This design comes from an exercise in tuning for small area, a short achievable clock period and few clock cycles per item on the open sky130 flow, not from production work. Only simulation tests tie the RTL to the original design; equivalence was not proved. Power and IR drop assume default switching activity.

--- flow/run.sh ---
#!/bin/bash
# synth_recipe.tcl (not shown) runs the flow's synth.tcl, then flattens the netlist and writes it again
# the make line also repeats each setting of config.mk as NAME=value (left out here)
make -C /OpenROAD-flow-scripts/flow DESIGN_CONFIG=/design/flow/config.mk WORK_HOME=/design/flow/orfs CLKGATE_MAP_FILE= SYNTH_SCRIPT=/design/flow/synth_recipe.tcl finish
--- flow/design.v ---
module acq_core (
    input             clk,
    input             rst,           
    input             cmd_valid,
    output            cmd_ready,
    input      [31:0] cmd_data,
    output reg        done,
    output reg        rpt_valid,
    output reg [15:0] rpt_loc,
    output reg [3:0]  rpt_kind,
    output reg [15:0] rpt_extra,
    output reg [3:0]  res_kind,
    output reg [15:0] res_loc,
    output reg [15:0] res_extra,
    output reg [7:0]  res_value,
    output     [71:0] buf_bytes,
    output reg        td_c_sign,
    output reg [7:0]  td_c_whole,
    output reg [3:0]  td_c_frac,
    output reg        td_f_sign,
    output reg [7:0]  td_f_whole,
    output reg [3:0]  td_f_frac,
    output reg        log_verbose
);
    localparam [7:0] OP_BUF_LOAD     = 8'h01;
    localparam [7:0] OP_CRC_COMPUTE  = 8'h02;
    localparam [7:0] OP_CRC_VALIDATE = 8'h03;
    localparam [7:0] OP_SET_LOGGING  = 8'h04;
    localparam [7:0] OP_TD_DECODE    = 8'h20;
    localparam [7:0] OP_TD_C_TO_F    = 8'h21;
    localparam [3:0] K_NONE         = 4'd0;
    localparam [3:0] K_CHECKSUM     = 4'd7;
    localparam [3:0] K_RES_MISMATCH = 4'd8;
    localparam [3:0] K_SP_CORRUPT   = 4'd9;
    localparam [3:0] K_ILLEGAL      = 4'd11;
    localparam [2:0] S_IDLE     = 3'd0;
    localparam [2:0] S_DECODE   = 3'd1;
    localparam [2:0] S_SIMPLE   = 3'd2;    
    localparam [2:0] S_CRC      = 3'd3;    
    localparam [2:0] S_CRC_END  = 3'd4;
    localparam [2:0] S_TD_CHECK = 3'd5;
    localparam [2:0] S_FAHR     = 3'd6;
    reg [2:0]  state;
    reg [31:0] cmd;
    reg [7:0]  bufr [0:8];
    wire [7:0] op  = cmd[31:24];
    wire [7:0] opa = cmd[23:16];
    wire [7:0] opb = cmd[15:8];
    wire       opg = cmd[0];
    genvar gi;
    generate
        for (gi = 0; gi < 9; gi = gi + 1) begin : g_buf
            assign buf_bytes[8*gi +: 8] = bufr[gi];
        end
    endgenerate
    assign cmd_ready = (state == S_IDLE);
    function [7:0] crc8_byte(input [7:0] crc_in, input [7:0] b);
        integer i;
        reg [7:0] r;
        begin
            r = crc_in;
            for (i = 0; i < 8; i = i + 1) begin
                if (r[0] ^ b[i])
                    r = (r >> 1) ^ 8'h8C;
                else
                    r = r >> 1;
            end
            crc8_byte = r;
        end
    endfunction
    function [7:0] res_cfg(input [1:0] r);
        case (r)
            2'd0: res_cfg = 8'h1F;
            2'd1: res_cfg = 8'h3F;
            2'd2: res_cfg = 8'h5F;
            default: res_cfg = 8'h7F;
        endcase
    endfunction
    function [3:0] res_mask(input [1:0] r);
        case (r)
            2'd0: res_mask = 4'h8;
            2'd1: res_mask = 4'hC;
            2'd2: res_mask = 4'hE;
            default: res_mask = 4'hF;
        endcase
    endfunction
    function [3:0] pos_frac(input [3:0] i);
        case (i)
            4'd0: pos_frac = 4'd0;   4'd1: pos_frac = 4'd1;
            4'd2: pos_frac = 4'd1;   4'd3: pos_frac = 4'd2;
            4'd4: pos_frac = 4'd3;   4'd5: pos_frac = 4'd3;
            4'd6: pos_frac = 4'd4;   4'd7: pos_frac = 4'd4;
            4'd8: pos_frac = 4'd5;   4'd9: pos_frac = 4'd6;
            4'd10: pos_frac = 4'd6;  4'd11: pos_frac = 4'd7;
            4'd12: pos_frac = 4'd8;  4'd13: pos_frac = 4'd8;
            4'd14: pos_frac = 4'd9;  default: pos_frac = 4'd9;
        endcase
    endfunction
    function [3:0] neg_frac(input [3:0] i);
        case (i)
            4'd0: neg_frac = 4'd9;   4'd1: neg_frac = 4'd9;
            4'd2: neg_frac = 4'd8;   4'd3: neg_frac = 4'd7;
            4'd4: neg_frac = 4'd7;   4'd5: neg_frac = 4'd6;
            4'd6: neg_frac = 4'd6;   4'd7: neg_frac = 4'd5;
            4'd8: neg_frac = 4'd4;   4'd9: neg_frac = 4'd4;
            4'd10: neg_frac = 4'd3;  4'd11: neg_frac = 4'd3;
            4'd12: neg_frac = 4'd2;  4'd13: neg_frac = 4'd1;
            4'd14: neg_frac = 4'd1;  default: neg_frac = 4'd0;
        endcase
    endfunction
    reg legal;
    always @(*) begin
        legal = 1'b0;
        if (cmd[7:1] == 7'd0) begin
            case (op)
                OP_BUF_LOAD:     legal = (opa <= 8'd8) && !opg;
                OP_CRC_COMPUTE:  legal = (opa >= 8'd1) && (opa <= 8'd9) && (opb == 8'd0) && !opg;
                OP_CRC_VALIDATE: legal = ((opa == 8'd7) || (opa == 8'd8)) && (opb == 8'd0) && !opg;
                OP_SET_LOGGING:  legal = (opa <= 8'd1) && (opb == 8'd0) && !opg;
                OP_TD_DECODE:    legal = (opa <= 8'd3) && (opb == 8'd0) && !opg;
                OP_TD_C_TO_F:    legal = (opa <= 8'd127) && (opb <= 8'd9);
                default:         legal = 1'b0;
            endcase
        end
    end
    reg [7:0] crc;
    reg [3:0] crc_idx;
    wire [7:0] crc_next = crc8_byte(crc, bufr[crc_idx]);
    wire [1:0] dec_r    = opa[1:0];
    wire [7:0] dec_cfg  = res_cfg(dec_r);
    wire [3:0] dec_fi   = bufr[0][3:0] & res_mask(dec_r);
    wire [7:0] dec_w    = {bufr[1][3:0], bufr[0][7:4]};
    wire       dec_sign = dec_w[7];
    wire [7:0] dec_whole = dec_sign ? ~dec_w : dec_w;
    wire [3:0] dec_frac  = dec_sign ? neg_frac(dec_fi) : pos_frac(dec_fi);
    reg        cv_sign;
    reg [7:0]  cv_whole;
    reg [3:0]  cv_frac;
    reg        cv_write_c;       
    wire [10:0] c10_mag = cv_whole * 4'd10 + cv_frac;
    wire signed [15:0] f_n = cv_sign ? (16'sd1600 - 16'sd9 * $signed({5'd0, c10_mag}))
                                     : (16'sd1600 + 16'sd9 * $signed({5'd0, c10_mag}));
    wire        f_neg = f_n < 0;
    wire [15:0] f_abs = f_neg ? -f_n : f_n;
    wire [15:0] f_whole = f_abs / 16'd50;
    wire [15:0] f_rem   = f_abs % 16'd50;
    wire [15:0] f_tenth = f_rem / 16'd5;
    integer k;
    always @(posedge clk) begin
        if (rst) begin
            state       <= S_IDLE;
            cmd         <= 32'd0;
            done        <= 1'b0;
            rpt_valid   <= 1'b0;
            rpt_loc     <= 16'd0;
            rpt_kind    <= 4'd0;
            rpt_extra   <= 16'd0;
            res_kind    <= 4'd0;
            res_loc     <= 16'd0;
            res_extra   <= 16'd0;
            res_value   <= 8'd0;
            for (k = 0; k < 9; k = k + 1)
                bufr[k] <= 8'd0;
            td_c_sign   <= 1'b0;
            td_c_whole  <= 8'd0;
            td_c_frac   <= 4'd0;
            td_f_sign   <= 1'b0;
            td_f_whole  <= 8'd0;
            td_f_frac   <= 4'd0;
            log_verbose <= 1'b0;
            crc         <= 8'd0;
            crc_idx     <= 4'd0;
            cv_sign     <= 1'b0;
            cv_whole    <= 8'd0;
            cv_frac     <= 4'd0;
            cv_write_c  <= 1'b0;
        end else begin
            done      <= 1'b0;
            rpt_valid <= 1'b0;
            case (state)
                S_IDLE: begin
                    if (cmd_valid) begin
                        cmd   <= cmd_data;
                        state <= S_DECODE;
                    end
                end
                S_DECODE: begin
                    if (!legal) begin
                        res_kind  <= K_ILLEGAL;
                        res_loc   <= 16'hFF00 | {8'd0, op};
                        res_extra <= cmd[15:0];
                        rpt_valid <= 1'b1;
                        rpt_kind  <= K_ILLEGAL;
                        rpt_loc   <= 16'hFF00 | {8'd0, op};
                        rpt_extra <= cmd[15:0];
                        done      <= 1'b1;
                        state     <= S_IDLE;
                    end else begin
                        if (log_verbose) begin
                            rpt_valid <= 1'b1;
                            rpt_kind  <= K_NONE;
                            rpt_loc   <= {op, 8'd0};
                            rpt_extra <= cmd[15:0];
                        end
                        case (op)
                            OP_CRC_COMPUTE, OP_CRC_VALIDATE: begin
                                crc     <= 8'd0;
                                crc_idx <= 4'd0;
                                state   <= S_CRC;
                            end
                            OP_TD_DECODE: state <= S_TD_CHECK;
                            OP_TD_C_TO_F: begin
                                cv_sign    <= opg;
                                cv_whole   <= opa;
                                cv_frac    <= opb[3:0];
                                cv_write_c <= 1'b0;
                                state      <= S_FAHR;
                            end
                            default: state <= S_SIMPLE;
                        endcase
                    end
                end
                S_SIMPLE: begin
                    if (op == OP_BUF_LOAD)
                        bufr[opa[3:0]] <= opb;
                    else
                        log_verbose <= opa[0];
                    res_kind  <= K_NONE;
                    res_loc   <= 16'd0;
                    res_extra <= 16'd0;
                    done      <= 1'b1;
                    state     <= S_IDLE;
                end
                S_CRC: begin
                    crc     <= crc_next;
                    crc_idx <= crc_idx + 4'd1;
                    if ({4'd0, crc_idx} == opa - 8'd1)
                        state <= S_CRC_END;
                end
                S_CRC_END: begin
                    res_value <= crc;
                    if (op == OP_CRC_VALIDATE && crc != bufr[opa[3:0]]) begin
                        res_kind  <= K_CHECKSUM;
                        res_loc   <= 16'h0301;
                        res_extra <= {crc, bufr[opa[3:0]]};
                        rpt_valid <= 1'b1;
                        rpt_kind  <= K_CHECKSUM;
                        rpt_loc   <= 16'h0301;
                        rpt_extra <= {crc, bufr[opa[3:0]]};
                    end else begin
                        res_kind  <= K_NONE;
                        res_loc   <= 16'd0;
                        res_extra <= 16'd0;
                    end
                    done  <= 1'b1;
                    state <= S_IDLE;
                end
                S_TD_CHECK: begin
                    if (bufr[4] != dec_cfg) begin
                        res_kind  <= K_RES_MISMATCH;
                        res_loc   <= 16'h2001;
                        res_extra <= {bufr[4], dec_cfg};
                        rpt_valid <= 1'b1;
                        rpt_kind  <= K_RES_MISMATCH;
                        rpt_loc   <= 16'h2001;
                        rpt_extra <= {bufr[4], dec_cfg};
                        done      <= 1'b1;
                        state     <= S_IDLE;
                    end else if (bufr[5] != 8'hFF || bufr[7] != 8'h10) begin
                        res_kind  <= K_SP_CORRUPT;
                        res_loc   <= 16'h2002;
                        res_extra <= {bufr[5], bufr[7]};
                        rpt_valid <= 1'b1;
                        rpt_kind  <= K_SP_CORRUPT;
                        rpt_loc   <= 16'h2002;
                        rpt_extra <= {bufr[5], bufr[7]};
                        done      <= 1'b1;
                        state     <= S_IDLE;
                    end else begin
                        cv_sign    <= dec_sign;
                        cv_whole   <= dec_whole;
                        cv_frac    <= dec_frac;
                        cv_write_c <= 1'b1;
                        state      <= S_FAHR;
                    end
                end
                S_FAHR: begin
                    if (cv_write_c) begin
                        td_c_sign  <= cv_sign;
                        td_c_whole <= cv_whole;
                        td_c_frac  <= cv_frac;
                    end
                    td_f_sign  <= f_neg;
                    td_f_whole <= f_whole[7:0];
                    td_f_frac  <= f_tenth[3:0];
                    res_kind   <= K_NONE;
                    res_loc    <= 16'd0;
                    res_extra  <= 16'd0;
                    done       <= 1'b1;
                    state      <= S_IDLE;
                end
                default: state <= S_IDLE;
            endcase
        end
    end
endmodule
--- flow/constraint.sdc ---
create_clock -name core_clock -period 15.0 [get_ports {clk}]
set_input_delay 3.0000 -clock core_clock [delete_from_list [all_inputs] [get_ports {clk}]]
set_output_delay 3.0000 -clock core_clock [all_outputs]
set_load 0.01 [all_outputs]
--- flow/config.mk ---
export PLATFORM = sky130hd
export DESIGN_NAME = acq_core
export DESIGN_NICKNAME = acq_core
export VERILOG_FILES = /design/flow/design.v
export SDC_FILE = /design/flow/constraint.sdc
export NUM_CORES = 4
export LEC_CHECK = 0
export CAP_MARGIN = 20
export CORE_MARGIN = 2
export CORE_UTILIZATION = 40
export SLEW_MARGIN = 20
==> results.txt <==
## power by group through the flow
| stage | Combinational [W] | Sequential, W | Clock, W |
|---|---|---|---|
| after floorplan | 0.000109 | 0.000907 | 0 |
| after global placement | 0.000187 | 0.000920 | 0 |
| after detailed placement | 0.000189 | 0.000920 | 0 |
| final | 0.000191 | 0.000904 | 0.000897 |
| after CTS | 0.000190 | 0.000903 | 0.000913 |
| after global routing | 0.000204 | 0.000905 | 0.000943 |
## state kept, by name, summed over array words and instances, names as in the netlist, 10 cells and up, named ones only
| name | count |
|---|---|
| bufr | 128 |
| res_extra | 16 |
| cmd | 32 |
| rpt_loc | 16 |
| rpt_extra | 16 |
| res_loc | 10 |
## kinds of logic (layout without fill, tap and decap cells)
group / Yosys count / in the layout
AND/OR/NAND/NOR: 777 / 777
AO/OA/AOI/OAI: 553 / 553
flip-flops: 299 / 299
buffers and inverters: 169 / 331
XOR/XNOR: 105 / 105
multiplexers: 104 / 104
adder cells (fa/ha/maj): 50 / 50
## cell usage after synthesis (18+ instances only)
master    number  area (µm²)
ha_1          47         588
a22oi_1       18         135
a211oi_1      43         323
clkbuf_1     100         375
o21ai_0       42         210
dfxtp_1      171        3420
nor2_1       221         830
nand3_1       32         160
nor3_1        39         195
a21oi_1      211        1060
and2_1        89         557
xor2_1        28         245
mux4_2        80        1800
or2_2         19         119
nand2_1      233         875
xnor2_1       71         622
edfxtp_1     128        3840
inv_1         28         105
## metal layers
metal / up-vias / share of wire [%]
li1: 7925 / -
met1: 8544 / 42
met2: 717 / 48
met3: 118 / 6.8
met4: 0 / 3.1
met5: - / 0
## final timing paths
| kind | to | cells past startpoint | from | slack, ns |
|---|---|---|---|---|
| worst min register to register | td_f_frac[1] | 2 | td_f_frac[1] | 0.45 |
| worst min-delay path | td_f_frac[1] | 2 | td_f_frac[1] | 0.45 |
| worst max register to register | td_f_frac[0] | 52 | cv_whole[1] | 1.14 |
| worst max-delay path | td_f_frac[0] | 52 | cv_whole[1] | 1.14 |
## cell type report
class,instances,area (µm²)
fill,4455,24700
inverter,29,109
multi-input combinational,1589,11600
tap,615,769
sequential,299,7270
clock buffer,46,1010
clock inverter,18,186
timing repair buffer,238,2330
## worst max-delay path, delay by kind of cell (launching register included)
| kind | cells | cell delay, ns |
|---|---|---|
| buffers and inverters | 2 | 0.15 |
| AO/OA/AOI/OAI | 23 | 6.10 |
| AND/OR/NAND/NOR | 17 | 4.11 |
| XOR/XNOR | 3 | 0.94 |
| flip-flops | 1 | 0.43 |
| adder cells (fa/ha/maj) | 7 | 2.00 |
## placed cells by master, fill, tap and decap left out, types with 18 or more instances in the layout
cell             count
a211oi_1            43
a21oi_1            210
a22oi_1             18
and2_1              89
buf_4               22
clkbuf_16           38
clkdlybuf4s50_1    215
dfxtp_1            168
edfxtp_1           128
ha_1                47
inv_1               28
mux4_2              80
nand2_1            233
nand3_1             32
nor2_1             221
nor3_1              39
o21ai_0             42
or2_2               19
xnor2_1             70
xor2_1              26
## stage by stage
step | cell area (µm²) | util (%) | power, W | worst slack, ns | hold WS, ns
final | 23300 | 48.6 | 0.00199 | 1.14 | 0.452
after global routing | 23300 | 48.6 | 0.00205 | 0.0679 | 0.470
after CTS | 23200 | 48.4 | 0.00201 | 0.652 | 0.454
after detailed placement | 22000 | 45.9 | 0.00111 | 0.710 | 0.446
after global placement | 22000 | 45.9 | 0.00111 | 1.16 | 0.443
after floorplan | 19500 | - | 0.00102 | 2.68 | 0.444
## repair_timing
action / in CTS / in global routing
resized for setup: 0 / 13
hold buffers: 0 / 0
endpoints found under the setup margin: 0 / 2
==> impl_metrics.json <==
{
  "start_util_pct": 40.7,
  "p_sw_share_pct": 25.3,
  "syn_nets": 2142,
  "synthSimpleGateAreaFrac_pct": 19.6,
  "wl_per_cell_um": 23.7,
  "fin_crit_sh_pct": 92.4,
  "fin_skew_ns": 0.0203,
  "cts_sinks": 299,
  "synth_edf_count": 128,
  "cts.clk_slew.worst_paths_ns": 0.06,
  "fin_crit_ns": 13.86,
  "h-tree-depth": 2,
  "path_class": "reg2reg",
  "rsz0062_at_grt": "false",
  "grt_pass1_vias": 16600,
  "root_buffer": "clkbuf_16",
  "final_cells": 2834,
  "crit_top_cell": "ha_1",
  "crit_slowest_cell": "xor2_2",
  "wl_um": 67100,
  "hp-class": "reg2reg",
  "vias_per_cell": 6.11,
  "synth_compound_area_share_pct": 20.3,
  "die_area_mm2": 0.0506,
  "clk_latency_ns": 0.56,
  "fmax_mhz": 72.1,
  "power_switching_w": 0.000505,
  "io_pins": 217,
  "ir_drop_v": 0.0000730,
  "max_stage_delay_ns": 0.52,
  "synth_top_family_by_area": "compound AO/OA/AOI/OAI gates",
  "setup_viol_count_final": 0,
  "power.density_mw_per_mm2": 85.5,
  "ant_nets": 0,
  "leakage_nw": 8.02,
  "clock_path_buffers": 3,
  "hold_violations": 0,
  "yosysWarningCount": 1,
  "p_comb_share_pct": 9.6,
  "cts_made_buffers": 36,
  "drc": 0,
  "synthXorXnorAreaFrac_pct": 4.99,
  "antenna_found_initial": 1,
  "cp.arrival_ns": 14.33,
  "drt_pre_antenna_iters": 7,
  "end_kind": "flop",
  "cp.required_ns": 15.47,
  "synth.distinct_cells": 130,
  "place_hpwl_um": 48700,
  "setup-tns-final_ns": 0,
  "maxSlewViolCount": 0,
  "p_int_w": 0.00149,
  "critPathMaxFanout": 12,
  "power_frac_seq_pct": 45.4,
  "grt_overflow_total": 0,
  "cts_setup_buffers": 0,
  "seq_area_frac_synth_pct": 37.3,
  "synthesis.area_mm2": 0.0195,
  "nets": 2278,
  "worst_setup_path_start_kind": "flop",
  "rows": 80,
  "io_buffers": 216,
  "grtUsageMet1_pct": 34.6,
  "ys_seq_elements": 299,
  "synth.mux.area_fraction_pct": 10.7,
  "relSlewSlack_pct": 23.2,
  "synth_flop_cell": "dfxtp_1",
  "p_clk_share_pct": 45.1,
  "drt-initial-drc-count": 1725,
  "syn_avg_cell_area_um2": 9.48,
  "status": "finished clean",
  "coreArea_mm2": 0.0479,
  "place_congestion": 0.974,
  "areaGrowthSynthToFinish_pct": 19.4,
  "grt_max_degree": 80,
  "top_usage_layer": "met2",
  "placed_cells": 2770,
  "synthArstFlopShare_pct": 0,
  "maxCapViolations": 0,
  "track_usage_pct": 26.2,
  "postSynthCellCount": 2057,
  "worst_pin_slew_ns": 1.15,
  "grt_pass1_wl_um": 102000,
  "grt_util_met2_pct": 43.9,
  "antenna_cells": 0,
  "die_w_um": 225,
  "dr_total_vias": 17300,
  "die_y_um": 225,
  "drive_gt1_share_pct": 12.7,
  "cts_tree": "built",
  "synth-adder-area-share_pct": 3.32,
  "grtUsageMet3_pct": 3.71
}
Testbench counts, summed over its fixed seeds: cycles 16,887, commands 4,434.

-- static timing again, ports no longer ideal --
No port has a modelled driver above. Below, the same layout with a new extraction and two added sets of constraints.
Step 1, drivers: a clkbuf_16 drives clk and a buf_2 each remaining input, both assumed.
Step 2, shift: input delay + t, output delay - t, t = (earliest + latest rising clock arrival at the registers) / 2. This alone moves slack from input paths to output paths.
Three values: ideal, step 1, step 2; two values: the first two.
t, ns: 0.605
setup slack, ns: 1.137 / 1.137 / 1.137
hold slack, ns: 0.452 / 0.452 / 0.452
worst setup path at the end: register to register
worst slew at a driven data input, ns: 0.07
After both steps this run still meets setup and hold. For this run, drivers alone change the setup slack by 0.000 ns; drivers and shift together by 0.000 ns.
